Context: an optimization exercise on an open-source flow, tuned for small area. The choices shown serve that exercise and are no tape-out recipe. The RTL was checked by simulation tests, not by an equivalence proof against the original design. No driver is modelled on the clock port, so clocking that relies on it looks cheaper here than on a real chip. Power is estimated from default activity; no workload was simulated.

## flow/config.mk

```make
export PLATFORM = sky130hd
export DESIGN_NAME = suart_core
export DESIGN_NICKNAME = suart_core
export VERILOG_FILES = /design/flow/design.v
export SDC_FILE = /design/flow/constraint.sdc
export NUM_CORES = 4
export LEC_CHECK = 0
export CAP_MARGIN = 20
export CORE_MARGIN = 2
export CORE_UTILIZATION = 40
export SLEW_MARGIN = 20
```

## flow/constraint.sdc

```tcl
create_clock -name core_clock -period 1000.0 [get_ports {clk}]
set_input_delay 200.0000 -clock core_clock [delete_from_list [all_inputs] [get_ports {clk}]]
set_output_delay 200.0000 -clock core_clock [all_outputs]
set_load 0.01 [all_outputs]
```

## flow/design.v

```verilog
module suart_timing (
    input  wire        clk,
    input  wire [19:0] rate,        
    input  wire        restart,     
    input  wire [1:0]  sel,         
    output wire        due          
);
    reg  [19:0] acc;
    wire [20:0] c;
    wire [20:0] sum;
    assign c[0] = 1'b0;
    genvar n;
    generate
        for (n = 0; n < 20; n = n + 1) begin : g_add
            assign sum[n]   = acc[n] ^ rate[n] ^ c[n];
            assign c[n + 1] = (acc[n] & rate[n]) | (c[n] & (acc[n] ^ rate[n]));
        end
    endgenerate
    assign sum[20] = c[20];
    function gt_const(input [20:0] a, input [20:0] k);
        integer b;
        begin
            gt_const = 1'b0;
            for (b = 0; b < 21; b = b + 1)
                gt_const = k[b] ? (a[b] & gt_const) : (a[b] | gt_const);
        end
    endfunction
    assign due = (sel == 2'd0) ? gt_const(sum, 21'd1000000) :
                 (sel == 2'd1) ? gt_const(sum, 21'd500000)  : gt_const(sum, 21'd333333);
    always @(posedge clk)
        acc <= (restart || due) ? rate : sum[19:0];
endmodule
module suart_tx (
    input  wire        clk,
    input  wire        rst,
    input  wire [19:0] cfg_bit_rate,
    input  wire [1:0]  cfg_stop_bits,   
    input  wire [3:0]  cfg_len_bits,    
    input  wire        cfg_debug_pad,
    input  wire [7:0]  max_chunk,
    input  wire        cmd_send,        
    input  wire        cmd_send_chunk,  
    input  wire [15:0] cmd_len,         
    output wire [15:0] mem_addr,        
    input  wire [7:0]  mem_data,        
    input  wire        nak_in,          
    output reg         line_out,        
    output wire        busy,
    output reg         ev_frame_start,
    output reg         ev_guard_begin,
    output reg         ev_nak_seen,
    output wire        ev_retry,
    output reg         ev_chunk_done,
    output reg         ev_send_done,
    output reg         ev_refused,
    output wire        ev_refused_busy,
    output reg  [15:0] ev_chunk
);
    localparam T_IDLE  = 3'd0;
    localparam T_START = 3'd1;
    localparam T_LEN   = 3'd2;
    localparam T_DATA  = 3'd3;
    localparam T_PAR   = 3'd4;
    localparam T_GUARD = 3'd5;
    reg [2:0]  t_phase;
    reg [2:0]  t_i;       
    reg [7:0]  t_j;       
    reg [15:0] t_off;     
    reg [15:0] t_rem;     
    reg        t_par;
    reg        t_nak;
    reg        t_fill;    
    wire due;
    suart_timing u_timer (
        .clk    (clk),
        .rate   (cfg_bit_rate),
        .restart(t_phase == T_IDLE),
        .sel    (2'd0),
        .due    (due)
    );
    function [8:0] add9(input [7:0] a, input [7:0] b, input cin);
        integer n;
        reg c;
        begin
            c = cin;
            for (n = 0; n < 8; n = n + 1) begin
                add9[n] = a[n] ^ b[n] ^ c;
                c = (a[n] & b[n]) | (c & (a[n] ^ b[n]));
            end
            add9[8] = c;
        end
    endfunction
    wire       rem_hi   = (t_rem[15:8] != 8'd0) || ((t_rem[7:0] & ~max_chunk) != 8'd0);
    wire       rem_last = !rem_hi;                               
    wire       rem_big  = rem_hi || ((t_rem[7:0] & max_chunk) == max_chunk);   
    wire       j_max    = ((t_j | ~max_chunk) == 8'hff);        
    wire       j_rem    = (t_j == t_rem[7:0]) && (t_rem[15:8] == 8'd0);   
    wire       data_end = j_max || (!cfg_debug_pad && j_rem);
    wire       fill     = j_rem || t_fill;
    wire       lbit     = rem_big || t_rem[t_i];
    wire [8:0]  rem_lo   = add9(t_rem[7:0], ~max_chunk, 1'b1);
    wire [15:0] rem_next = {t_rem[15:8] - {7'd0, ~rem_lo[8]}, rem_lo[7:0]};
    wire [8:0]  addr_lo = add9(t_off[7:0], t_j, 1'b0);
    assign mem_addr = {t_off[15:8] + {7'd0, addr_lo[8]}, addr_lo[7:0]};
    wire [7:0] byte_ = fill ? 8'h20 : mem_data;
    wire       data_step = (t_phase == T_DATA) ||
                           (t_phase == T_START && cfg_debug_pad) ||
                           (t_phase == T_LEN && t_i == cfg_len_bits[2:0]);
    wire [2:0] bit_i = (t_phase == T_DATA) ? t_i : 3'd0;
    wire       dbit  = byte_[bit_i];
    assign busy            = (t_phase != T_IDLE);
    assign ev_retry        = ev_frame_start & t_nak;
    assign ev_refused_busy = busy | ev_send_done;
    wire refuse_chunk = (cmd_len[15:8] != 8'd0) || ((cmd_len[7:0] & ~max_chunk) != 8'd0) ||
                        (cfg_debug_pad && cmd_len[7:0] != max_chunk);
    wire accept = cmd_send ? (cmd_len != 16'd0) : (cmd_send_chunk && !refuse_chunk);
    wire in_idle  = (t_phase == T_IDLE);
    wire par_end  = (t_phase == T_PAR) & due;
    wire in_guard = (t_phase == T_GUARD);
    wire g_end    = in_guard & due & (t_i[1:0] == cfg_stop_bits);    
    wire set_frame_start = (in_idle & accept) | (g_end & (t_nak | ~rem_last));
    wire set_send_done   = (in_idle & cmd_send & ~(|cmd_len)) | (g_end & ~t_nak & rem_last);
    wire set_nak_seen    = nak_in & (par_end | (in_guard & ~g_end & ~t_nak));
    always @(posedge clk) begin
        ev_frame_start <= set_frame_start;
        ev_guard_begin <= 1'b0;
        ev_nak_seen    <= set_nak_seen;
        ev_chunk_done  <= 1'b0;
        ev_send_done   <= set_send_done;
        ev_refused     <= 1'b0;
        ev_chunk <= ev_chunk + {15'd0, ev_chunk_done};
        t_j <= t_j + {7'd0, due && data_step && bit_i == 3'd7};
        if (j_rem)
            t_fill <= 1'b1;
        case (t_phase)
            T_IDLE: begin
                if (!cmd_send && cmd_send_chunk && refuse_chunk)
                    ev_refused <= 1'b1;
                if (accept) begin
                    t_rem    <= cmd_len;
                    t_off    <= 16'd0;
                    ev_chunk <= 16'd0;
                    line_out <= 1'b1;
                    t_par    <= 1'b0;
                    t_i      <= 3'd0;
                    t_j      <= 8'd0;
                    t_fill   <= 1'b0;
                    t_phase  <= T_START;
                end
            end
            T_START, T_LEN: begin
                if (due && !data_step) begin
                    t_phase  <= T_LEN;
                    line_out <= lbit;
                    t_i      <= t_i + 3'd1;
                end
            end
            T_PAR: begin
                if (due) begin
                    t_phase  <= T_GUARD;
                    line_out <= 1'b0;
                    t_i      <= 3'd1;
                    ev_guard_begin <= 1'b1;
                    t_nak       <= nak_in;
                end
            end
            T_GUARD: begin
                if (due && t_i[1:0] == cfg_stop_bits) begin
                    if (t_nak || !rem_last) begin
                        line_out <= 1'b1;
                        t_par    <= 1'b0;
                        t_i      <= 3'd0;
                        t_j      <= 8'd0;
                        t_fill   <= 1'b0;
                        t_phase  <= T_START;
                    end
                    if (!t_nak) begin
                        ev_chunk_done <= 1'b1;
                        if (rem_last) begin
                            t_phase <= T_IDLE;
                        end else begin
                            t_off <= mem_addr;       
                            t_rem <= rem_next;
                        end
                    end
                end else begin
                    if (due)
                        t_i <= t_i + 3'd1;
                    if (nak_in) begin
                        t_nak <= 1'b1;
                    end
                end
            end
            T_DATA: ;    
            default: t_phase <= T_IDLE;
        endcase
        if (due && data_step) begin
            if (bit_i == 3'd0 && data_end) begin
                t_phase  <= T_PAR;
                line_out <= t_par;
            end else begin
                t_phase  <= T_DATA;
                line_out <= dbit;
                t_par    <= t_par ^ dbit;
                t_i      <= bit_i + 3'd1;
            end
        end
        if (busy && (cmd_send || cmd_send_chunk))
            ev_refused <= 1'b1;
        if (rst) begin
            t_phase        <= T_IDLE;
            t_nak          <= 1'b0;
            line_out       <= 1'b0;
            ev_frame_start <= 1'b0;
            ev_guard_begin <= 1'b0;
            ev_nak_seen    <= 1'b0;
            ev_chunk_done  <= 1'b0;
            ev_send_done   <= 1'b0;
            ev_refused     <= 1'b0;
        end
    end
endmodule
module suart_rx (
    input  wire        clk,
    input  wire        rst,
    input  wire [19:0] cfg_bit_rate,
    input  wire [1:0]  cfg_stop_bits,   
    input  wire [3:0]  cfg_len_bits,    
    input  wire        cfg_debug_pad,
    input  wire [7:0]  max_chunk,
    input  wire        cmd_receive,     
    input  wire        line_in,         
    output reg         nak_out,         
    output reg         ev_edge,
    output reg         ev_size,
    output reg         ev_byte,
    output reg         ev_chunk_ok,
    output reg         ev_chunk_bad,
    output reg         ev_nak_end,
    output reg         ev_ready,
    output wire [7:0]  ev_value,        
    output wire [7:0]  ev_index         
);
    localparam R_OFF    = 3'd0;
    localparam R_WAIT   = 3'd1;
    localparam R_LEN    = 3'd2;
    localparam R_DATA   = 3'd3;
    localparam R_NAK    = 3'd4;
    localparam R_SETTLE = 3'd5;
    reg [2:0] r_phase;
    reg       r_frac;     
    reg [2:0] r_idx;      
    reg [7:0] r_size;
    reg [7:0] r_shift;
    reg [7:0] r_cnt;
    reg       r_par;
    wire wait_like = (r_phase == R_OFF) || (r_phase == R_WAIT);
    wire late      = (r_phase == R_NAK) || (r_phase == R_SETTLE);
    wire in_frame  = (r_phase == R_LEN) || (r_phase == R_DATA);
    wire due;
    suart_timing u_timer (
        .clk    (clk),
        .rate   (cfg_bit_rate),
        .restart(wait_like),
        .sel    (r_frac ? (late ? 2'd1 : 2'd2) : 2'd0),
        .due    (due)
    );
    wire pdue = due && !r_frac;                        
    wire short3 = (cfg_bit_rate > 20'd333333);         
    wire short2 = (cfg_bit_rate > 20'd500000);         
    assign ev_value = r_shift;    
    assign ev_index = r_cnt;
    wire [7:0] cnt_now = r_cnt + {7'd0, ev_byte};
    reg poll;
    always @(posedge clk) begin
        ev_edge      <= 1'b0;
        ev_size      <= 1'b0;
        ev_byte      <= 1'b0;
        ev_chunk_ok  <= 1'b0;
        ev_chunk_bad <= 1'b0;
        ev_nak_end   <= 1'b0;
        ev_ready     <= 1'b0;
        poll = 1'b0;
        r_cnt <= cnt_now;
        if (due && r_frac)
            r_frac <= 1'b0;
        if (pdue)
            r_shift[r_idx] <= line_in;
        case (r_phase)
            R_OFF: begin
                if (cmd_receive) begin
                    r_phase <= R_WAIT;
                    poll = 1'b1;
                end
            end
            R_WAIT: poll = 1'b1;
            R_LEN: begin
                if (pdue) begin
                    r_size[r_idx] <= line_in;
                    r_idx <= r_idx + 3'd1;
                    if (r_idx == cfg_len_bits[2:0] - 3'd1) begin
                        ev_size <= 1'b1;
                        r_idx   <= 3'd0;
                        r_phase <= R_DATA;
                    end
                end
            end
            R_DATA: begin
                if (pdue) begin
                    if (r_idx == 3'd0 && cnt_now == r_size) begin
                        if (line_in == r_par) begin
                            ev_chunk_ok <= 1'b1;
                            r_frac  <= !short2;
                            r_phase <= R_SETTLE;
                        end else begin
                            ev_chunk_bad <= 1'b1;
                            nak_out <= 1'b1;
                            r_frac  <= cfg_stop_bits[0] && !short2;
                            r_phase <= R_NAK;
                        end
                    end else begin
                        r_par <= r_par ^ line_in;
                        r_idx <= r_idx + 3'd1;
                        if (r_idx == 3'd7)
                            ev_byte <= 1'b1;
                    end
                end
            end
            R_SETTLE: begin
                if (pdue) begin
                    ev_ready <= 1'b1;
                    r_phase  <= R_WAIT;
                    poll = 1'b1;
                end
            end
            R_NAK: begin
                if (pdue) begin
                    if (cfg_stop_bits == 2'd1 || r_idx[0]) begin
                        nak_out    <= 1'b0;
                        ev_nak_end <= 1'b1;
                        r_phase    <= R_WAIT;
                        poll = 1'b1;
                    end else begin
                        r_idx <= 3'd1;
                    end
                end
            end
            default: r_phase <= R_OFF;
        endcase
        if (!in_frame) begin
            r_cnt   <= 8'd0;
            r_par   <= 1'b0;
            r_shift <= 8'd0;
            r_size  <= cfg_debug_pad ? max_chunk : 8'd0;
        end
        if (poll && line_in) begin
            ev_edge <= 1'b1;
            r_idx   <= 3'd0;
            r_frac  <= !short3;
            r_phase <= cfg_debug_pad ? R_DATA : R_LEN;
        end
        if (rst) begin
            r_phase      <= R_OFF;
            nak_out      <= 1'b0;
            ev_edge      <= 1'b0;
            ev_size      <= 1'b0;
            ev_byte      <= 1'b0;
            ev_chunk_ok  <= 1'b0;
            ev_chunk_bad <= 1'b0;
            ev_nak_end   <= 1'b0;
            ev_ready     <= 1'b0;
        end
    end
endmodule
module suart_core (
    input  wire        clk,
    input  wire        rst,
    input  wire [19:0] cfg_bit_rate,
    input  wire [1:0]  cfg_stop_bits,
    input  wire [3:0]  cfg_len_bits,
    input  wire        cfg_debug_pad,
    input  wire        tx_send,
    input  wire        tx_send_chunk,
    input  wire [15:0] tx_len,
    output wire [15:0] tx_mem_addr,
    input  wire [7:0]  tx_mem_data,
    input  wire        tx_nak_in,
    output wire        tx_line,
    output wire        tx_busy,
    output wire        tx_frame_start,
    output wire        tx_guard_begin,
    output wire        tx_nak_seen,
    output wire        tx_retry,
    output wire        tx_chunk_done,
    output wire        tx_send_done,
    output wire        tx_refused,
    output wire        tx_refused_busy,
    output wire [15:0] tx_chunk,
    input  wire        rx_receive,
    input  wire        rx_line,
    output wire        rx_nak,
    output wire        rx_edge,
    output wire        rx_size,
    output wire        rx_byte,
    output wire        rx_chunk_ok,
    output wire        rx_chunk_bad,
    output wire        rx_nak_end,
    output wire        rx_ready,
    output wire [7:0]  rx_value,
    output wire [7:0]  rx_index
);
    wire [2:0] len3 = cfg_len_bits[2:0];
    wire [7:0] max_chunk = {len3 == 3'd0, len3 == 3'd0 || len3 > 3'd6, len3 == 3'd0 || len3 > 3'd5,
                            len3 == 3'd0 || len3 > 3'd4, len3 == 3'd0 || len3 > 3'd3,
                            len3 == 3'd0 || len3 > 3'd2, len3 == 3'd0 || len3 > 3'd1, 1'b1};
    suart_tx u_tx (
        .clk            (clk),
        .rst            (rst),
        .cfg_bit_rate   (cfg_bit_rate),
        .cfg_stop_bits  (cfg_stop_bits),
        .cfg_len_bits   (cfg_len_bits),
        .cfg_debug_pad  (cfg_debug_pad),
        .max_chunk      (max_chunk),
        .cmd_send       (tx_send),
        .cmd_send_chunk (tx_send_chunk),
        .cmd_len        (tx_len),
        .mem_addr       (tx_mem_addr),
        .mem_data       (tx_mem_data),
        .nak_in         (tx_nak_in),
        .line_out       (tx_line),
        .busy           (tx_busy),
        .ev_frame_start (tx_frame_start),
        .ev_guard_begin (tx_guard_begin),
        .ev_nak_seen    (tx_nak_seen),
        .ev_retry       (tx_retry),
        .ev_chunk_done  (tx_chunk_done),
        .ev_send_done   (tx_send_done),
        .ev_refused     (tx_refused),
        .ev_refused_busy(tx_refused_busy),
        .ev_chunk       (tx_chunk)
    );
    suart_rx u_rx (
        .clk          (clk),
        .rst          (rst),
        .cfg_bit_rate (cfg_bit_rate),
        .cfg_stop_bits(cfg_stop_bits),
        .cfg_len_bits (cfg_len_bits),
        .cfg_debug_pad(cfg_debug_pad),
        .max_chunk    (max_chunk),
        .cmd_receive  (rx_receive),
        .line_in      (rx_line),
        .nak_out      (rx_nak),
        .ev_edge      (rx_edge),
        .ev_size      (rx_size),
        .ev_byte      (rx_byte),
        .ev_chunk_ok  (rx_chunk_ok),
        .ev_chunk_bad (rx_chunk_bad),
        .ev_nak_end   (rx_nak_end),
        .ev_ready     (rx_ready),
        .ev_value     (rx_value),
        .ev_index     (rx_index)
    );
endmodule
```

## flow/flow/run.sh

```bash
#!/bin/bash
# The standard layout (standard.sh: ORFS with the standard flow's synthesis), with changes that only make it
# smaller: synthesis without Yosys's quick internal ABC pass and with an area-oriented ABC script
# (area_synth.tcl), buf_1 cells as the port buffers and as synthesis's pass-through buffers, and a
# clock tree of clkbuf_8 cells without dummy loads. Each tool's full output stays in orfs/logs;
# make's own output goes to make.log.
set -euo pipefail
W=$PWD
export AREA_ABC_SCRIPT=$W/flow/area.abc
export AREA_ABC_SEEDS="0 1 2 3 4 5"
export AREA_WORK=$W
export FLOW_SYNTH_TCL=$W/synth_recipe.tcl
bash standard.sh \
    SYNTH_SCRIPT=$W/flow/area_synth.tcl \
    BUFFER_PORTS_ARGS="-buffer_cell sky130_fd_sc_hd__buf_1" \
    MIN_BUF_CELL_AND_PORTS="sky130_fd_sc_hd__buf_1 A X" \
    CTS_ARGS="-sink_clustering_enable -repair_clock_nets -buf_list sky130_fd_sc_hd__clkbuf_8 -dont_use_dummy_load" \
    finish > make.log 2>&1
```

## flow/flow/area.abc

```
strash
&get -n
&deepsyn -J 100 -T 300 -S SEED
&put
&get -n
&dch -f
&nf -R 1000
&put
```

## flow/flow/area_synth.tcl

```tcl
# The standard flow's synthesis (synth_recipe.tcl) with two changes for a smaller netlist: Yosys's synth runs
# without its internal quick ABC pass (-noabc), which would otherwise leave the extracted full
# adders with inverters between them, and the final ABC pass uses an area-oriented script
# (area.abc) in place of ORFS's speed script. The script's &deepsyn is run with a few random
# seeds and the smallest result is kept. Registers are mapped before ABC runs and keep the
# standard synthesis's names and cells.
set f [open $::env(FLOW_SYNTH_TCL)]
set script [read $f]
close $f
set script [string map {"yosys synth -nofsm -noshare" "yosys synth -nofsm -noshare -noabc"} $script]

proc area_abc_script { seed } {
  set f [open $::env(AREA_ABC_SCRIPT)]
  set text [read $f]
  close $f
  set path $::env(AREA_WORK)/area_seed$seed.abc
  set f [open $path w]
  puts -nonewline $f [string map [list SEED $seed] $text]
  close $f
  return $path
}

proc abc {args} {
  set i [lsearch -exact $args -script]
  set lib [lindex $args [expr { [lsearch -exact $args -liberty] + 1 }]]
  yosys design -save before_abc
  set best_seed -1
  set best_area 0
  foreach seed $::env(AREA_ABC_SEEDS) {
    yosys design -load before_abc
    lset args [expr { $i + 1 }] [area_abc_script $seed]
    yosys abc {*}$args
    set stat $::env(AREA_WORK)/area_seed$seed.stat
    yosys tee -q -o $stat stat -liberty $lib
    set f [open $stat]
    set text [read $f]
    close $f
    regexp {Chip area for module [^:]*: ([0-9.]+)} $text -> area
    puts "abc with area script, seed $seed: area $area"
    if { $best_seed < 0 || $area < $best_area } {
      set best_seed $seed
      set best_area $area
    }
  }
  puts "abc: keeping seed $best_seed (area $best_area)"
  yosys design -load before_abc
  lset args [expr { $i + 1 }] [area_abc_script $best_seed]
  yosys abc {*}$args
}
uplevel #0 $script
```

## flow/standard.sh

```bash
#!/bin/bash
# synth_recipe.tcl (not shown) runs the flow's synth.tcl, then flattens the netlist and writes it again
# the make line also repeats each setting of config.mk as NAME=value (left out here)
make -C /OpenROAD-flow-scripts/flow DESIGN_CONFIG=/design/flow/config.mk WORK_HOME=/design/flow/orfs CLKGATE_MAP_FILE= SYNTH_SCRIPT=/design/flow/synth_recipe.tcl "${@:-finish}"
```

==> results of run 1 <==
-- area by class of cell --
class                      instances  area (um2)
sequential                       152        3440
timing repair buffer             126         488
clock buffer                      17         234
fill                            2076       11400
tap                              275         344
inverter                          37         139
multi-input combinational        648        4960
-- per-stage QoR --
stage / hold WS (ns) / area (um2) / utilization, %
2_1_floorplan: 0.429 / 8550 / -
3_3_place_gp: 0.448 / 9370 / 44.6
3_5_place_dp: 0.450 / 9370 / 44.6
4_1_cts: 0.467 / 9610 / 45.7
5_1_grt: 0.502 / 9610 / 45.7
6_report: 0.465 / 9610 / 45.7
-- registers in the layout (all words and copies together), names as in the netlist, 8 cells and up --
name / cells
u_rx.u_timer.acc: 20
u_tx.u_timer.acc: 20
u_tx.ev_chunk: 16
u_tx.t_off: 16
u_tx.t_rem: 16
u_rx.r_cnt: 8
u_rx.r_shift: 8
u_rx.r_size: 8
u_tx.t_j: 8
-- final timing paths --
kind	slack, ns	cells after the start	endpoint	startpoint
setup reg to reg	989.15	30	u_tx.line_out	u_tx.u_timer.acc[0]
hold / removal	0.47	2	u_tx.t_fill	u_tx.t_fill
hold reg to reg	0.47	2	u_tx.t_fill	u_tx.t_fill
setup / recovery	789.75	31	u_tx.line_out	cfg_bit_rate[0]
-- cell usage after synthesis, drive strengths merged (2+ instances only) --
master / number
o31ai: 2
a2111oi: 4
or3: 5
nor4b: 2
ha: 46
o2111ai: 2
and2: 11
xor2: 21
nand2b: 7
nor2: 96
buf: 8
xnor2: 22
nor3: 31
or4: 3
a21boi: 2
nor4: 17
dfxtp: 112
and4: 6
o21ai: 44
or2: 5
fa: 52
a21oi: 39
mux2: 39
o22ai: 4
o211ai: 9
clkinv: 37
a31oi: 15
nor2b: 11
a22oi: 2
edfxtp: 40
nand3: 11
a21o: 6
a211o: 2
and3: 29
nand4: 10
a31o: 2
nand2: 70
o22a: 2
a32o: 3
-- cells by family (layout without fill, tap and decap cells) --
logic type,count (synthesis),count (layout)
mux,40,40
xor+xnor,43,43
buf+inv,45,180
compound gates,150,150
flops,152,152
simple gates,317,317
fa+ha+maj,98,98
-- power groups by stage --
| stage | Sequential [mW] | Combinational (mW) | Clock, mW |
|---|---|---|---|
| 2_1_floorplan | 0.00859 | 0.00563 | 0 |
| 3_3_place_gp | 0.00884 | 0.00755 | 0 |
| 3_5_place_dp | 0.00887 | 0.00767 | 0 |
| 4_1_cts | 0.00874 | 0.00772 | 0.00372 |
| 5_1_grt | 0.00892 | 0.00886 | 0.00395 |
| 6_report | 0.00873 | 0.00768 | 0.00362 |
-- worst reg2reg max path, delay by kind of cell, from the launching register on --
kind                       cells  cell delay [ns]
AOI/OAI and AO/OA              6             1.72
adders and majority gates     20             7.75
DFF                            1             0.31
and+or+nand+nor                4             0.94
-- metal layers --
layer  vias up  global-route usage, %  wire, um
met5         -                      0         0
met1      3191                   25.8      9740
met2       148                   29.7      9280
met3        24                   4.64      1010
met4         0                   5.90       348
li1       3292                      -         -
==> summary.md, run 1 <==
| Metric | Value |
|---|---|
| P_sw | `0.00760 mW` |
| Library cells used by synthesis | `55` |
| Syn. warnings | `3` |
| Drt pass-1 iters | `7` |
| Syn avg cell area | `10.1 um2` |
| GP Congestion | `0.836` |
| Max Fclk | `4.76 MHz` |
| Max transition margin | `37.1%` |
| Final Hold Viols | `0` |
| CTS Hold Bufs | `0` |
| Std cell rows | `53` |
| First-pass GRT wire length | `33100 um` |
| Critical path's slowest cell | `o21bai_1` |
| Layout Skew | `0.0227 ns` |
| Startpoint Class | `input pin` |
| Slew Limit Fails | `0` |
| CP most frequent cell | `fa_1` |
| Clock Pin Slew Worst Setup and Hold Paths | `0.07 ns` |
| Area Overhead vs Synth | `12.5%` |
| Most common cell after layout, fill and taps aside | `buf_1` |
| Leakage power | `3.63 nW` |
| Vias/cell | `5.30` |
| Hold WC Path Type | `reg -> reg` |
| Max VDD drop | `0.000842 mV` |
| Worst Slack Setup Final | `789.75 ns` |
| Mux cell area share after synthesis | `5.40%` |
| CTS HTree Levels | `4` |
| Synth Area in XOR/XNOR | `4.41%` |
| Tmin final | `210.25 ns` |
| Clock Latency Late Sink | `0.46 ns` |
| Largest net degree at the start of global routing | `38` |
| P per Cell Area | `2.08 nW/um2` |
| Combinational fraction of design power | `38.3%` |
| Ports | `124` |
| Cell Int Power | `0.0124 mW` |
| Diode count | `0` |
| Post-route DRC | `0` |
| Drt wl/cell | `16.2 um` |
| #FFs+latches synth | `152` |
| Antenna-violating nets left | `0` |
| Post-Route WL | `20400 um` |
| Post-detail-place hpwl | `15500 um` |
| Clock root buffer | `clkbuf_8` |
| # resized after CTS | `0` |
| CTS Buf Count | `17` |
| CP peak stage delay | `0.58 ns` |
| Core area | `21000 um2` |
| Pin slew with the least headroom to its limit | `0.937 ns` |
| Post-CTS setup buffer count | `0` |
| Tcrit/Tclk final | `21.0%` |
| CTS Sinks | `152` |
| Status | `no timing/DRC/antenna violations` |
| Max clock buf depth | `2` |
| Port buffer count | `122` |
| Unrepaired setup endpoints after global routing | `no` |
| Cell taking the most area after synthesis | `dfxtp_1` |
| Crit path DAT | `210.58 ns` |
| Synth top area cells | `dfxtp_1, edfxtp_1, fa_1` |
| Die height | `150 um` |
| Power share of the sequential group | `43.6%` |
| Pre-CTS setup slack | `789.28 ns` |
| Main combinational cell family by area after synthesis | `adder cells` |
| # setup viols final | `0` |
| Max-cap viol count | `0` |
| WP buf/inv | `1` |
| Initial drt markers | `450` |
| Worst Setup End Kind | `register` |
| Die W | `150 um` |
| Initial antenna violation count | `1` |
| Top FF cell, synth | `dfxtp_1` |
| FFs w/ async S/R, synth | `0%` |
| Initial core utilization | `40.7%` |
| Final Power | `0.0200 mW` |
| Commonest cells after routing, fill and taps aside | `buf_1, dfxtp_1, nor2_1` |
| Vias in the first global route | `6431` |
| Post-route setup TNS | `0 ns` |
| Sequential share of the synthesized area | `40.3%` |
| GR Util All Layers | `18.9%` |
| Syn_nets | `1001` |
| CP top delay family | `adder cells` |
| Crit path max fanout | `12` |
| Synth Area in Adders | `18.9%` |
| CP required | `1000.33 ns` |
| Finished Layout Cells | `1255` |
| Complex-gate fraction of the synthesized area | `10.9%` |
| Layout cell share with drive strength beyond 1 | `2.65%` |
| Dpl cells | `1238` |
| EDFF count, synth | `40` |
| Overflow after GRT | `0` |
| Post-synth top area share | `26.2%` |
| Post-Synth Simple-Gate Area | `18.1%` |
| Crit Path Class | `in -> reg` |
| Via count | `6655` |
| Cell count after synthesis | `845` |
| Final Net Count | `1138` |
| Die area | `22500 um2` |
| CTS tree | `built` |
| Clock share of power | `18.1%` |
| Switch share | `38.0%` |
| Mapped Area | `8550 um2` |
==> inputs of run 2 (changes only) <==
--- a/flow/flow/run.sh
+++ b/flow/flow/run.sh
@@ -3,5 +3,6 @@
 # smaller: synthesis without Yosys's quick internal ABC pass and with an area-oriented ABC script
 # (area_synth.tcl), buf_1 cells as the port buffers and as synthesis's pass-through buffers, and a
-# clock tree of clkbuf_8 cells without dummy loads. Each tool's full output stays in orfs/logs;
+# clock tree of clkbuf_8 cells without dummy loads, whose buffers that drive at most 9 flip-flops
+# are then downsized to clkbuf_4 (post_cts.tcl). Each tool's full output stays in orfs/logs;
 # make's own output goes to make.log.
 set -euo pipefail
@@ -11,4 +12,5 @@
 export AREA_WORK=$W
 export FLOW_SYNTH_TCL=$W/synth_recipe.tcl
+export CLK_DOWNSIZE_FANOUT=9
 bash standard.sh \
     SYNTH_SCRIPT=$W/flow/area_synth.tcl \
@@ -16,3 +18,5 @@
     MIN_BUF_CELL_AND_PORTS="sky130_fd_sc_hd__buf_1 A X" \
     CTS_ARGS="-sink_clustering_enable -repair_clock_nets -buf_list sky130_fd_sc_hd__clkbuf_8 -dont_use_dummy_load" \
+    POST_CTS_TCL=$W/flow/post_cts.tcl \
+    CAP_MARGIN=5 SLEW_MARGIN=5 \
     finish > make.log 2>&1
==> flow/flow/post_cts.tcl (new file) <==
# After clock tree synthesis: clock buffers that drive only a few flip-flops are downsized from
# clkbuf_8 to clkbuf_4 (same row, same origin; the smaller cell stays legal).
set limit $::env(CLK_DOWNSIZE_FANOUT)
set n 0
foreach inst [[ord::get_db_block] getInsts] {
  if { [[$inst getMaster] getName] != "sky130_fd_sc_hd__clkbuf_8" } { continue }
  set net [[$inst findITerm X] getNet]
  if { $net == "NULL" } { continue }
  set fanout [expr { [llength [$net getITerms]] - 1 }]
  if { $fanout <= $limit } {
    replace_cell [$inst getName] sky130_fd_sc_hd__clkbuf_4
    incr n
  }
}
puts "post_cts: downsized $n clock buffers to clkbuf_4 (fanout <= $limit)"
detailed_placement
check_placement -verbose
==> summary.md, run 2 <==
| Metric | Value |
|---|---|
| Tmin final | `210.23 ns` |
| Slew Limit Fails | `0` |
| Crit Path Class | `in -> reg` |
| Worst Slack Setup Final | `789.77 ns` |
| Worst r2r dst | `u_rx.r_idx[0]` |
| Final Hold Viols | `0` |
| Max VDD drop | `0.000871 mV` |
| Max-cap viol count | `0` |
| EDFF count, synth | `40` |
| Initial core utilization | `40.7%` |
| Post-synth top area share | `26.2%` |
| Std cell rows | `53` |
| Max Fclk | `4.76 MHz` |
| Layout cell share with drive strength beyond 1 | `2.55%` |
| R2R cell count | `33` |
| CTS Sinks | `152` |
| Commonest cells after routing, fill and taps aside | `buf_1, dfxtp_1, nor2_1` |
| Syn. warnings | `3` |
| Crit path DAT | `210.63 ns` |
| Top FF cell, synth | `dfxtp_1` |
| Mapped Area | `8550 um2` |
| Final Instance Area | `9560 um2` |
| Pre-CTS setup slack | `789.28 ns` |
| Synth top area cells | `dfxtp_1, edfxtp_1, fa_1` |
| CP top delay family | `adder cells` |
| Status | `no timing/DRC/antenna violations` |
| CP most frequent cell | `fa_1` |
| Vias/cell | `5.30` |
| Most common cell after layout, fill and taps aside | `buf_1` |
| Antenna-violating nets left | `0` |
| FFs w/ async S/R, synth | `0%` |
| Clock Latency Late Sink | `0.46 ns` |
| Overflow after GRT | `0` |
| Max transition margin | `23.9%` |
| # fillers | `2058` |
| Clock Pin Slew Worst Setup and Hold Paths | `0.10 ns` |
| Cell taking the most area after synthesis | `dfxtp_1` |
| Final Power | `0.0196 mW` |
| GR Util All Layers | `19.2%` |
| First-pass GRT wire length | `33500 um` |
| Pin slew with the least headroom to its limit | `1.14 ns` |
| Drt wl/cell | `16.2 um` |
| Core area | `21000 um2` |
| Post-layout util | `45.5%` |
| Dpl cells | `1238` |
| Die W | `150 um` |
| Area Overhead vs Synth | `11.8%` |
| WHS | `0.474 ns` |
| Layout Skew | `0.0383 ns` |
| Worst Setup End Kind | `register` |
| Sequential share of the synthesized area | `40.3%` |
| Tcrit/Tclk final | `21.0%` |
| Post-detail-place hpwl | `15600 um` |
| Via count | `6646` |
| Final Net Count | `1138` |
| R2R Setup Slk | `989.20 ns` |
| CP peak stage delay | `0.53 ns` |
| P per Cell Area | `2.05 nW/um2` |
| CTS tree | `built` |
| Post-synth top cells | `dfxtp_1, nor2_1, nand2_1` |
| Worst path depth | `34` |
| Cell count after synthesis | `845` |
| # setup viols final | `0` |
| CP endpoint | `u_rx.r_idx[0]` |
| Initial drt markers | `546` |
| Hold WC Path Type | `reg -> reg` |
| Top-count cell post-synth | `dfxtp_1` |
| Critical path's slowest cell | `fa_1` |
| Post-route DRC | `0` |
| Die area | `22500 um2` |
| Syn avg cell area | `10.1 um2` |
| Initial antenna violation count | `0` |
| Placement-stage cell area | `9370 um2` |
| WP buf/inv | `1` |
| Leakage power | `3.61 nW` |
| Post-route setup TNS | `0 ns` |
| #FFs+latches synth | `152` |
| Syn_nets | `1001` |
| Library cells used by synthesis | `55` |
| Largest net degree at the start of global routing | `38` |
| Crit path max fanout | `17` |
| CP required | `1000.40 ns` |
| Top Registers | `u_rx.u_timer.acc (20), u_tx.u_timer.acc (20)` |
| Port buffer count | `122` |
| Die height | `150 um` |
| GP Congestion | `0.836` |
| Startpoint Class | `input pin` |
| Post-Route WL | `20300 um` |
| Vias in the first global route | `6535` |
| Diode count | `0` |
| Unrepaired setup endpoints after global routing | `no` |
| Drt pass-1 iters | `4` |
| Critical Path Start | `cfg_bit_rate[0]` |
| Ports | `124` |
| Finished Layout Cells | `1255` |
| R2r startpoint | `u_rx.u_timer.acc[0]` |
==> run 2: cell counts after synthesis <==
No cell type changed its count.
==> run 2: logic make-up (layout without fill, tap and decap cells) <==
| family | Yosys count | count (layout) | synth area share (%) |
|---|---|---|---|
| AND/OR/NAND/NOR | 317 | 317 | 18.1 |
| flip-flops | 152 | 152 | 40.3 |
| AO/OA/AOI/OAI | 150 | 150 | 10.9 |
| adder cells (fa/ha/maj) | 98 | 98 | 18.9 |
| buffers and inverters | 45 | 180 | 1.98 |
| XOR/XNOR | 43 | 43 | 4.41 |
| multiplexers | 40 | 40 | 5.40 |
==> run 2: layer usage <==
layer  wire, um  up-vias  share of wire [%]  GRT usage (%)
met3        937       25                4.6           4.21
met2       9230      158                 45           30.0
met4        396        0                1.9           6.65
met5          0        -                  0              0
li1           -     3300                  -              -
met1       9780     3163                 48           26.5
==> run 2: layout make-up <==
class	count	area [um2]	share of cell area, %
Timing Repair Buffer	126	488	5.11
Multi-Input combinational cell	648	4960	51.9
Sequential cell	152	3440	36.0
Inverter	37	139	1.45
Tap cell	275	344	3.60
Clock buffer	17	184	1.92
==> run 2: worst min-delay path: stages (launching register included) <==
cell and delay (ns):
dfxtp_1 0.32, a31oi_1 0.05, nor2_1 0.07
==> run 2: worst min path at each step <==
stage | slack [ns] | startpoint | depth (start not counted) | endpoint
final | 0.47 | u_tx.t_fill | 2 | u_tx.t_fill
after global routing | 0.51 | u_rx.r_par | 1 | u_rx.r_par
after detailed placement | 0.45 | u_tx.t_fill | 2 | u_tx.t_fill
after global placement | 0.45 | u_tx.t_fill | 2 | u_tx.t_fill
after floorplan | 0.43 | u_tx.t_fill | 2 | u_tx.t_fill
==> run 2: report_power, final <==
group | internal (mW) | total, mW | switching, mW
sequential | 0.00762 | 0.00872 | 0.00110
clock | 0.00117 | 0.00323 | 0.00206
combinational | 0.00328 | 0.00764 | 0.00436
total | 0.0121 | 0.0196 | 0.00751
==> inputs of run 3 (changes only) <==
--- a/flow/flow/run.sh
+++ b/flow/flow/run.sh
@@ -19,4 +19,3 @@
     CTS_ARGS="-sink_clustering_enable -repair_clock_nets -buf_list sky130_fd_sc_hd__clkbuf_8 -dont_use_dummy_load" \
     POST_CTS_TCL=$W/flow/post_cts.tcl \
-    CAP_MARGIN=5 SLEW_MARGIN=5 \
     finish > make.log 2>&1
==> summary.md, run 3 <==
| Metric | Value |
|---|---|
| EDFF count, synth | `40` |
| # fillers | `2088` |
| CTS Sinks | `152` |
| Commonest cells after routing, fill and taps aside | `buf_1, dfxtp_1, nor2_1` |
| Top-count cell post-synth | `dfxtp_1` |
| Area Overhead vs Synth | `11.9%` |
| Synth top area cells | `dfxtp_1, edfxtp_1, fa_1` |
| Diode count | `0` |
| Max VDD drop | `0.000842 mV` |
| Max transition margin | `40.6%` |
| WP buf/inv | `1` |
| Clock Latency Late Sink | `0.46 ns` |
| Max-cap viol count | `0` |
| Cell taking the most area after synthesis | `dfxtp_1` |
| CP peak stage delay | `0.53 ns` |
| Initial antenna violation count | `1` |
| P per Cell Area | `2.05 nW/um2` |
| Sequential standard cell area | `3440 um2` |
| CTS tree | `built` |
| Syn. warnings | `3` |
| Critical path's slowest cell | `fa_1` |
| Final Net Count | `1138` |
| Top Registers | `u_rx.u_timer.acc (20), u_tx.u_timer.acc (20)` |
| Status | `no timing/DRC/antenna violations` |
| Ports | `124` |
| Tcrit/Tclk final | `21.0%` |
| Unrepaired setup endpoints after global routing | `no` |
| GR Util All Layers | `18.9%` |
| Slew Limit Fails | `0` |
| GP Congestion | `0.836` |
| Max Fclk | `4.76 MHz` |
| Startpoint Class | `input pin` |
| Post-synth top area share | `26.2%` |
| Crit path DAT | `210.63 ns` |
| Final Power | `0.0196 mW` |
| Overflow after GRT | `0` |
| Core area | `21000 um2` |
| Placement-stage cell area | `9370 um2` |
| Worst Slack Setup Final | `789.78 ns` |
| Multi-input gate area | `4960 um2` |
| Post-route setup TNS | `0 ns` |
| Post-route DRC | `0` |
| Most common cell after layout, fill and taps aside | `buf_1` |
| Pre-CTS setup slack | `789.28 ns` |
| Post-synth top cells | `dfxtp_1, nor2_1, nand2_1` |
| Final Instance Area | `9560 um2` |
| Initial core utilization | `40.7%` |
| CP top delay family | `adder cells` |
| Tmin final | `210.23 ns` |
| Layout Skew | `0.0363 ns` |
| Via count | `6661` |
| Drt wl/cell | `16.2 um` |
| Library cells used by synthesis | `55` |
| Std cell rows | `53` |
| First-pass GRT wire length | `33100 um` |
| Syn_nets | `1001` |
| Top FF cell, synth | `dfxtp_1` |
| FFs w/ async S/R, synth | `0%` |
| CP required | `1000.40 ns` |
| Post-detail-place hpwl | `15500 um` |
| Hold WC Path Type | `reg -> reg` |
| Crit path max fanout | `17` |
| Finished Layout Cells | `1255` |
| Post-layout util | `45.5%` |
| Die W | `150 um` |
| Worst Setup End Kind | `register` |
| Clock Pin Slew Worst Setup and Hold Paths | `0.10 ns` |
| #FFs+latches synth | `152` |
| WHS | `0.474 ns` |
| Sequential share of the synthesized area | `40.3%` |
| Cell count after synthesis | `845` |
| Die area | `22500 um2` |
| Post-Route WL | `20400 um` |
| Largest net degree at the start of global routing | `38` |
| Dpl cells | `1238` |
| Initial drt markers | `430` |
| Antenna-violating nets left | `0` |
| Vias/cell | `5.31` |
| Mapped Area | `8550 um2` |
| Syn avg cell area | `10.1 um2` |
| Leakage power | `3.61 nW` |
| Die height | `150 um` |
| Port buffer count | `122` |
| CP most frequent cell | `fa_1` |
| Drt pass-1 iters | `5` |
| Pin slew with the least headroom to its limit | `0.885 ns` |
| Crit Path Class | `in -> reg` |
| Layout cell share with drive strength beyond 1 | `2.65%` |
| Vias in the first global route | `6434` |
| Final Hold Viols | `0` |
| # setup viols final | `0` |
run 3: cell counts after synthesis:
No cell type changed its count.
run 3: path summary, 6_finish.rpt:
kind | startpoint | end | slack [ns] | depth (start not counted)
min | u_tx.t_fill | u_tx.t_fill | 0.47 | 2
min reg2reg | u_tx.t_fill | u_tx.t_fill | 0.47 | 2
max | cfg_bit_rate[0] | u_rx.r_idx[0] | 789.78 | 34
max reg2reg | u_rx.u_timer.acc[0] | u_rx.r_idx[0] | 989.20 | 33
run 3: where the power goes:
| group | switching, mW | total [mW] | internal (mW) |
|---|---|---|---|
| combinational | 0.00438 | 0.00767 | 0.00329 |
| sequential | 0.00110 | 0.00872 | 0.00762 |
| clock | 0.00208 | 0.00325 | 0.00117 |
| total | 0.00755 | 0.0196 | 0.0121 |
run 3: tightest hold or removal path: stages, from the launching register on:
cell	delay, ns
dfxtp_1	0.32
a31oi_1	0.05
nor2_1	0.07
run 3: routing by layer:
layer / track usage (%) / routed length [um]
met3: 4.64 / 1060
met1: 25.9 / 9710
met4: 5.90 / 369
met5: 0 / 0
met2: 29.7 / 9230
run 3: kinds of logic after synthesis:
family          Yosys count  synth area share [%]
simple gates            317                  18.1
flops                   152                  40.3
compound gates          150                  10.9
fa+ha+maj                98                  18.9
buf+inv                  45                  1.98
xor+xnor                 43                  4.41
mux                      40                  5.40
run 3: area by class of cell:
| cell class | count | share of cell area [%] |
|---|---|---|
| Clock buffer | 17 | 1.92 |
| Inverter | 37 | 1.45 |
| Sequential cell | 152 | 36.0 |
| Multi-Input combinational cell | 648 | 51.9 |
| Tap cell | 275 | 3.60 |
| Timing Repair Buffer | 126 | 5.10 |
==> inputs of run 4 (changes only) <==
--- a/flow/flow/run.sh
+++ b/flow/flow/run.sh
@@ -8,5 +8,5 @@
 set -euo pipefail
 W=$PWD
-export AREA_ABC_SCRIPT=$W/flow/area.abc
+export AREA_ABC_SCRIPTS="$W/flow/area_nf.abc $W/flow/area_amap.abc"
 export AREA_ABC_SEEDS="0 1 2 3 4 5"
 export AREA_WORK=$W
==> flow/flow/area_amap.abc (new file) <==
strash
&get -n
&deepsyn -J 100 -T 300 -S SEED
&put
dch -f
amap
==> flow/flow/area_nf.abc (new file) <==
strash
&get -n
&deepsyn -J 100 -T 300 -S SEED
&put
&get -n
&dch -f
&nf -R 1000
&put
==> flow/flow/area_synth.tcl (replaced) <==
# The standard flow's synthesis (synth_recipe.tcl) with two changes for a smaller netlist: Yosys's synth runs
# without its internal quick ABC pass (-noabc), which would otherwise leave the extracted full
# adders with inverters between them, and the final ABC pass uses area-oriented scripts in place
# of ORFS's speed script: &deepsyn with a few random seeds, each followed by one of two mappers
# (area_nf.abc, area_amap.abc), and the smallest result is kept. Registers are mapped before ABC
# runs and keep the standard synthesis's names and cells.
set f [open $::env(FLOW_SYNTH_TCL)]
set script [read $f]
close $f
set script [string map {"yosys synth -nofsm -noshare" "yosys synth -nofsm -noshare -noabc"} $script]

proc area_abc_script { variant seed } {
  set f [open $variant]
  set text [read $f]
  close $f
  set path $::env(AREA_WORK)/area_[file rootname [file tail $variant]]_$seed.abc
  set f [open $path w]
  puts -nonewline $f [string map [list SEED $seed] $text]
  close $f
  return $path
}

proc abc {args} {
  set i [lsearch -exact $args -script]
  set lib [lindex $args [expr { [lsearch -exact $args -liberty] + 1 }]]
  yosys design -save before_abc
  set best_seed -1
  set best_area 0
  foreach variant $::env(AREA_ABC_SCRIPTS) {
  foreach seed $::env(AREA_ABC_SEEDS) {
    yosys design -load before_abc
    set run [area_abc_script $variant $seed]
    lset args [expr { $i + 1 }] $run
    yosys abc {*}$args
    set stat [file rootname $run].stat
    yosys tee -q -o $stat stat -liberty $lib
    set f [open $stat]
    set text [read $f]
    close $f
    regexp {Chip area for module [^:]*: ([0-9.]+)} $text -> area
    puts "abc with $run: area $area"
    if { $best_seed < 0 || $area < $best_area } {
      set best_seed $seed
      set best_variant $variant
      set best_area $area
      yosys design -save best_abc
    }
  }
  }
  puts "abc: keeping $best_variant seed $best_seed (area $best_area)"
  yosys design -load best_abc
}
uplevel #0 $script
removed: flow/flow/area.abc
==> summary.md, run 4 <==
| Metric | Value |
|---|---|
| Status | `no timing/DRC/antenna violations` |
| Die area | `22500 um2` |
| Post-detail-place hpwl | `16300 um` |
| Syn. warnings | `3` |
| Crit Path Class | `in -> reg` |
| Synth top area cells | `dfxtp_1, edfxtp_1, fa_1` |
| Via count | `6992` |
| Synth Area in Adders | `18.9%` |
| Worst Setup End Kind | `register` |
| Mapped Area | `8530 um2` |
| Post-Synth Simple-Gate Area | `17.8%` |
| Most common cell after layout, fill and taps aside | `nor2_1` |
| Mux cell area share after synthesis | `0%` |
| R2r startpoint | `u_tx.u_timer.acc[0]` |
| CTS tree | `built` |
| Die W | `150 um` |
| Post-route DRC | `0` |
| # setup viols final | `0` |
| Synth Area in XOR/XNOR | `0.103%` |
| Initial drt markers | `364` |
| Cell taking the most area after synthesis | `dfxtp_1` |
| Hold path start | `u_tx.t_fill` |
| Final Hold Viols | `0` |
| Final Net Count | `1254` |
| Tcrit/Tclk final | `21.1%` |
| Startpoint Class | `input pin` |
| EDFF count, synth | `40` |
| Post-Route WL | `20900 um` |
| Vias in the first global route | `6865` |
| GR Util All Layers | `19.6%` |
| Max-cap viol count | `0` |
| Area Overhead vs Synth | `11.8%` |
| Max VDD drop | `0.000767 mV` |
| Post-layout util | `45.5%` |
| Layout Skew | `0.0407 ns` |
| Clock Latency Late Sink | `0.46 ns` |
| Max Fclk | `4.75 MHz` |
| CTS Sinks | `152` |
| P per Cell Area | `2.13 nW/um2` |
| First-pass GRT wire length | `34500 um` |
| Cell count after synthesis | `959` |
| Complex-gate fraction of the synthesized area | `17.1%` |
| Vias/cell | `5.10` |
| Drt pass-1 iters | `5` |
| Post-synth top area share | `26.3%` |
| Layout cell share with drive strength beyond 1 | `2.19%` |
| #FFs+latches synth | `152` |
| Slew Limit Fails | `0` |
| Std cell rows | `53` |
| Worst r2r dst | `u_tx.u_timer.acc[9]` |
| Syn avg cell area | `8.90 um2` |
| GP Congestion | `0.887` |
| Ports | `124` |
| Tmin final | `210.54 ns` |
| R2R cell count | `27` |
| Post-route setup TNS | `0 ns` |
| Antenna-violating nets left | `0` |
| Initial antenna violation count | `2` |
| Max transition margin | `38.3%` |
| Syn_nets | `1115` |
| Initial core utilization | `40.7%` |
| Top-count cell post-synth | `nor2_1` |
| CP required | `1000.32 ns` |
| R2R Setup Slk | `988.95 ns` |
| FFs w/ async S/R, synth | `0%` |
| Crit path DAT | `210.86 ns` |
| Hold depth | `2` |
| Main combinational cell family by area after synthesis | `adder cells` |
| Largest net degree at the start of global routing | `34` |
| Hold WC Path Type | `reg -> reg` |
| Die height | `150 um` |
| Top FF cell, synth | `dfxtp_1` |
| Leakage power | `3.39 nW` |
| Top Registers | `u_rx.u_timer.acc (20), u_tx.u_timer.acc (20)` |
| Overflow after GRT | `0` |
| Drt wl/cell | `15.2 um` |
| Sequential share of the synthesized area | `40.4%` |
| Endpoint, Worst Hold | `u_tx.t_fill` |
| Clock Pin Slew Worst Setup and Hold Paths | `0.09 ns` |
| Port buffer count | `122` |
| Crit path max fanout | `33` |
| Pin slew with the least headroom to its limit | `0.923 ns` |
| Core area | `21000 um2` |
| Commonest cells after routing, fill and taps aside | `nor2_1, clkinv_1, buf_1` |
| Unrepaired setup endpoints after global routing | `no` |
| Library cells used by synthesis | `47` |
| Post-synth top cells | `nor2_1, clkinv_1, dfxtp_1` |
## run 4: where the power goes
group,internal [mW],total [mW],leakage [nW],switching [mW]
Clock,0.00117,0.00319,0.102,0.00202
Combinational,0.00326,0.00860,1.97,0.00534
Sequential,0.00765,0.00852,1.31,0.000868
Total,0.0121,0.0203,3.39,0.00822
## run 4: worst max-delay path: stages
cell and delay (ns):
buf_1 0.15, ha_1 0.25, fa_1 0.39, fa_1 0.39, fa_1 0.42, fa_1 0.40, fa_1 0.41, fa_1 0.39
fa_1 0.39, fa_1 0.39, fa_1 0.39, fa_1 0.38, fa_1 0.38, fa_1 0.38, fa_1 0.38, fa_1 0.39
fa_1 0.38, fa_1 0.39, fa_1 0.41, fa_1 0.40, fa_1 0.46, nand3_1 0.10, nor2_1 0.04, a21oi_1 0.35
clkinv_1 0.22, nor2_1 0.74, clkinv_1 1.00, o22a_1 0.44
## run 4: stage by stage
| stage | area, um2 | setup slack [ns] | hold slack (ns) | power [mW] | std cells |
|---|---|---|---|---|---|
| finish | 9540 | 789.46 | 0.475 | 0.0203 | 1372 |
| global route | 9540 | 788.93 | 0.516 | 0.0223 | 1371 |
| detailed placement | 9350 | 788.87 | 0.460 | 0.0173 | 1354 |
| global placement | 9350 | 789.00 | 0.452 | 0.0171 | 1354 |
| floorplan | 8530 | 788.18 | 0.429 | 0.0148 | 959 |
## run 4: layout make-up
class | instances | area (um2)
flip-flops and latches | 152 | 3440
clock buffers | 17 | 184
fillers | 2162 | 11400
well taps | 275 | 344
repair buffers | 128 | 503
diodes | 1 | 2.50
inverters | 122 | 458
multi-input cells | 677 | 4600
## run 4: worst max path at each step
stage | endpoint | slack, ns | from
after global routing | u_tx.u_timer.acc[19] | 788.93 | cfg_bit_rate[0]
final | u_tx.u_timer.acc[9] | 789.46 | cfg_bit_rate[0]
after floorplan | u_tx.line_out | 788.18 | cfg_bit_rate[0]
after global placement | u_tx.line_out | 789.00 | cfg_bit_rate[0]
after detailed placement | u_tx.u_timer.acc[9] | 788.87 | cfg_bit_rate[0]
## run 4: metal layers
metal,GRT usage [%],share of wire (%),vias up
li1,-,-,3625
met1,25.8,47,3232
met2,32.1,47,110
met3,4.85,4.2,21
met4,5.75,1.3,4
met5,0,0.13,-
## run 4: kinds of logic (layout without fill, tap and decap cells)
kind of cell             count (synthesis)  count (layout)
AND/OR/NAND/NOR                        347             347
XOR/XNOR                                 1               1
flip-flops                             152             152
adder cells (fa/ha/maj)                 98              98
buffers and inverters                  130             267
AO/OA/AOI/OAI                          231             231
other                                    0               1
==> inputs of run 5 (changes only) <==
--- a/flow/flow/run.sh
+++ b/flow/flow/run.sh
@@ -3,5 +3,6 @@
 # smaller: synthesis without Yosys's quick internal ABC pass and with an area-oriented ABC script
 # (area_synth.tcl), buf_1 cells as the port buffers and as synthesis's pass-through buffers, and a
-# clock tree of clkbuf_8 cells without dummy loads, whose buffers that drive at most 9 flip-flops
+# clock tree of clkbuf_8 cells without dummy loads, whose buffers that drive at most 9 flip-flops,
+# or only other clock buffers,
 # are then downsized to clkbuf_4 (post_cts.tcl). Each tool's full output stays in orfs/logs;
 # make's own output goes to make.log.
@@ -9,5 +10,5 @@
 W=$PWD
 export AREA_ABC_SCRIPTS="$W/flow/area_nf.abc $W/flow/area_amap.abc"
-export AREA_ABC_SEEDS="0 1 2 3 4 5"
+export AREA_ABC_SEEDS="0 1 2 3 4 5 6 7 8 9 10 11"
 export AREA_WORK=$W
 export FLOW_SYNTH_TCL=$W/synth_recipe.tcl
==> flow/flow/post_cts.tcl (replaced) <==
# After clock tree synthesis: clock buffers that drive only a few flip-flops, or only other clock
# buffers, are downsized from clkbuf_8 to clkbuf_4 (same row and origin; the smaller cell stays
# legal).
set limit $::env(CLK_DOWNSIZE_FANOUT)
set n 0
foreach inst [[ord::get_db_block] getInsts] {
  if { [[$inst getMaster] getName] != "sky130_fd_sc_hd__clkbuf_8" } { continue }
  set net [[$inst findITerm X] getNet]
  if { $net == "NULL" } { continue }
  set fanout 0
  set flops 0
  foreach it [$net getITerms] {
    if { [$it isOutputSignal] } { continue }
    incr fanout
    if { ![string match "*clkbuf*" [[[$it getInst] getMaster] getName]] } { incr flops }
  }
  if { $fanout <= $limit || $flops == 0 } {
    replace_cell [$inst getName] sky130_fd_sc_hd__clkbuf_4
    incr n
  }
}
puts "post_cts: downsized $n clock buffers to clkbuf_4"
detailed_placement
check_placement -verbose
==> summary.md, run 5 <==
| Metric | Value |
|---|---|
| Status | `no timing/DRC/antenna violations` |
| Startpoint Class | `input pin` |
| Final Hold Viols | `0` |
| Drt wl/cell | `15.3 um` |
| Overflow after GRT | `0` |
| Post-detail-place hpwl | `16300 um` |
| Met3 Wirelength | `936 um` |
| Switch share | `40.6%` |
| Layout cell share with drive strength beyond 1 | `2.19%` |
| Worst r2r dst | `u_tx.u_timer.acc[9]` |
| # setup viols final | `0` |
| Initial antenna violation count | `3` |
| Final Instance Area | `9540 um2` |
| Post-route DRC | `0` |
| CP most frequent cell | `fa_1` |
| Complex-gate fraction of the synthesized area | `17.1%` |
| R2R Setup Slk | `988.96 ns` |
| Post-synth top area share | `26.3%` |
| WP buf/inv | `3` |
| Clock Latency Late Sink | `0.59 ns` |
| Clock Pin Slew Worst Setup and Hold Paths | `0.09 ns` |
| Std cell rows | `53` |
| Port buffer count | `122` |
| Via count | `7022` |
| Die height | `150 um` |
| Critical path's slowest cell | `clkinv_1` |
| EDFF count, synth | `40` |
| Cell count after synthesis | `959` |
| Syn_nets | `1115` |
| Worst Setup End Kind | `register` |
| Layout Skew | `0.0479 ns` |
| Library cells used by synthesis | `47` |
| Max VDD drop | `0.000733 mV` |
| Tmin final | `210.40 ns` |
| #FFs+latches synth | `152` |
| Largest net degree at the start of global routing | `34` |
| Core area | `21000 um2` |
| Crit path DAT | `210.85 ns` |
| Synth top area cells | `dfxtp_1, edfxtp_1, fa_1` |
| Placement-stage cell area | `9350 um2` |
| Synth Area in Adders | `18.9%` |
| R2R cell count | `27` |
| Critical Path Start | `cfg_bit_rate[0]` |
| Area Overhead vs Synth | `11.8%` |
| Top-count cell post-synth | `nor2_1` |
| Initial core utilization | `40.7%` |
| Crit path max fanout | `33` |
| Die W | `150 um` |
| Met1 wire length | `9830 um` |
| Pin slew with the least headroom to its limit | `0.913 ns` |
| GP Congestion | `0.887` |
| Unrepaired setup endpoints after global routing | `no` |
| Max Fclk | `4.75 MHz` |
| Vias/cell | `5.11` |
| Tcrit/Tclk final | `21.0%` |
| Final Net Count | `1254` |
| Hold path start | `u_tx.t_fill` |
| Post-Route WL | `21000 um` |
| Ports | `124` |
| P_sw | `0.00822 mW` |
| Power share of the sequential group | `42.1%` |
| Synth Area in XOR/XNOR | `0.103%` |
| Post-synth top cells | `nor2_1, clkinv_1, dfxtp_1` |
| CP peak stage delay | `0.99 ns` |
| Top FF cell, synth | `dfxtp_1` |
| P per Cell Area | `2.12 nW/um2` |
| CP required | `1000.44 ns` |
| Post-Synth Simple-Gate Area | `17.8%` |
| Worst path depth | `28` |
| R2r startpoint | `u_tx.u_timer.acc[0]` |
| Hold WC Path Type | `reg -> reg` |
| Antenna-violating nets left | `0` |
| CTS tree | `built` |
| GR Util All Layers | `19.6%` |
| Top Registers | `u_rx.u_timer.acc (20), u_tx.u_timer.acc (20)` |
| Crit Path Class | `in -> reg` |
| Initial drt markers | `402` |
| Max transition margin | `38.8%` |
| Cell taking the most area after synthesis | `dfxtp_1` |
| Clock share of power | `15.4%` |
| Met2 routed WL | `9850 um` |
| CTS Sinks | `152` |
| Max-cap viol count | `0` |
| Post-route setup TNS | `0 ns` |
| Vias in the first global route | `6865` |
| Mapped Area | `8530 um2` |
| Die area | `22500 um2` |
| Drt pass-1 iters | `4` |
| Mux cell area share after synthesis | `0%` |
| FFs w/ async S/R, synth | `0%` |
| Sequential share of the synthesized area | `40.4%` |
| Slew Limit Fails | `0` |
| Syn. warnings | `3` |
| Most common cell after layout, fill and taps aside | `nor2_1` |
| Leakage power | `3.39 nW` |
| First-pass GRT wire length | `34500 um` |
| Commonest cells after routing, fill and taps aside | `nor2_1, clkinv_1, buf_1` |
| Cell Int Power | `0.0120 mW` |
| Combinational fraction of design power | `42.5%` |
| CP endpoint | `u_tx.u_timer.acc[9]` |
| CP top delay family | `adder cells` |
| DR top layer | `met5` |
| Main combinational cell family by area after synthesis | `adder cells` |
| Syn avg cell area | `8.90 um2` |
run 5: cell types whose count changed in the layout (fill, tap and decap cells not counted), sizes merged:
cell,delta
diode,+1
run 5: cell families (layout without fill, tap and decap cells):
logic type / Yosys count / after routing
AND/OR/NAND/NOR: 347 / 347
AO/OA/AOI/OAI: 231 / 231
flip-flops: 152 / 152
buffers and inverters: 130 / 267
adder cells (fa/ha/maj): 98 / 98
XOR/XNOR: 1 / 1
other: 0 / 2
run 5: metrics by stage:
step           setup WS [ns]  utilization (%)  hold WS (ns)  total power [mW]  instances
2_1_floorplan         788.18                -         0.429            0.0148        959
3_3_place_gp          789.00             44.6         0.452            0.0171       1354
3_5_place_dp          788.87             44.6         0.460            0.0173       1354
5_1_grt               789.08             45.5         0.517            0.0222       1372
6_report              789.60             45.5         0.475            0.0202       1373
run 5: final cells by class:
cell class | count | area [um2]
well taps | 275 | 344
fillers | 2160 | 11400
diodes | 2 | 5.00
repair buffers | 128 | 503
inverters | 122 | 458
clock buffers | 17 | 178
flip-flops and latches | 152 | 3440
multi-input cells | 677 | 4600
run 5: worst min-delay path by stage:
stage / cells after the start / slack (ns) / endpoint
floorplan: 2 / 0.43 / u_tx.t_fill
global placement: 2 / 0.45 / u_tx.t_fill
detailed placement: 2 / 0.46 / u_tx.t_fill
global route: 2 / 0.52 / u_tx.ev_chunk[7]
finish: 2 / 0.48 / u_tx.t_fill
run 5: worst reg2reg max path, delay by kind of cell (launching register included):
| family | cells | cell delay, ns |
|---|---|---|
| flip-flops | 1 | 0.31 |
| AND/OR/NAND/NOR | 3 | 0.87 |
| AO/OA/AOI/OAI | 2 | 0.81 |
| buffers and inverters | 2 | 1.23 |
| adder cells (fa/ha/maj) | 20 | 7.73 |
run 5: routing by layer:
metal / vias to the layer above / GRT usage [%]
li1: 3625 / -
met1: 3246 / 25.8
met2: 124 / 32.1
met3: 23 / 4.85
met4: 4 / 5.75
met5: - / 0
run 5: power by group through the flow:
stage          Sequential, mW  Combinational, mW  Clock, mW
6_report              0.00852            0.00861    0.00312
5_1_grt               0.00870            0.00998    0.00352
3_5_place_dp          0.00867            0.00862          0
3_3_place_gp          0.00863            0.00851          0
2_1_floorplan         0.00850            0.00633          0

-- re-timing with driven ports --
In the flow no input, the clock included, has a driving cell. The finished layouts below were timed again as built, in two steps.
Step 1, drivers: a clkbuf_16 drives clk and a buf_2 each remaining input, both assumed.
Step 2 times the ports against the registers' clock, not the clock port: input delays grow and output delays shrink by t, the midpoint of the rising clock arrivals with the driver on.
a / b / c = ideal / step 1 / step 2; a / b = the first two.
run	shift t [ns]	setup WS [ns]	slew at the worst register clock pin (ns)	pins driven straight from the clock port
run 1	0.492	789.754 / 789.775 / 789.282	0.09 / 0.09	1
run 2	0.482	789.773 / 789.791 / 789.310	0.11 / 0.11	1
run 3	0.481	789.775 / 789.795 / 789.314	0.11 / 0.11	1
run 4	0.486	789.464 / 789.484 / 788.998	0.12 / 0.12	1
run 5	0.610	789.595 / 789.615 / 789.005	0.12 / 0.12	1
After both steps every run listed still meets setup and hold. The setup slack of run 5, which loses most, moves by +0.020 ns with the drivers and by -0.590 ns with both steps.
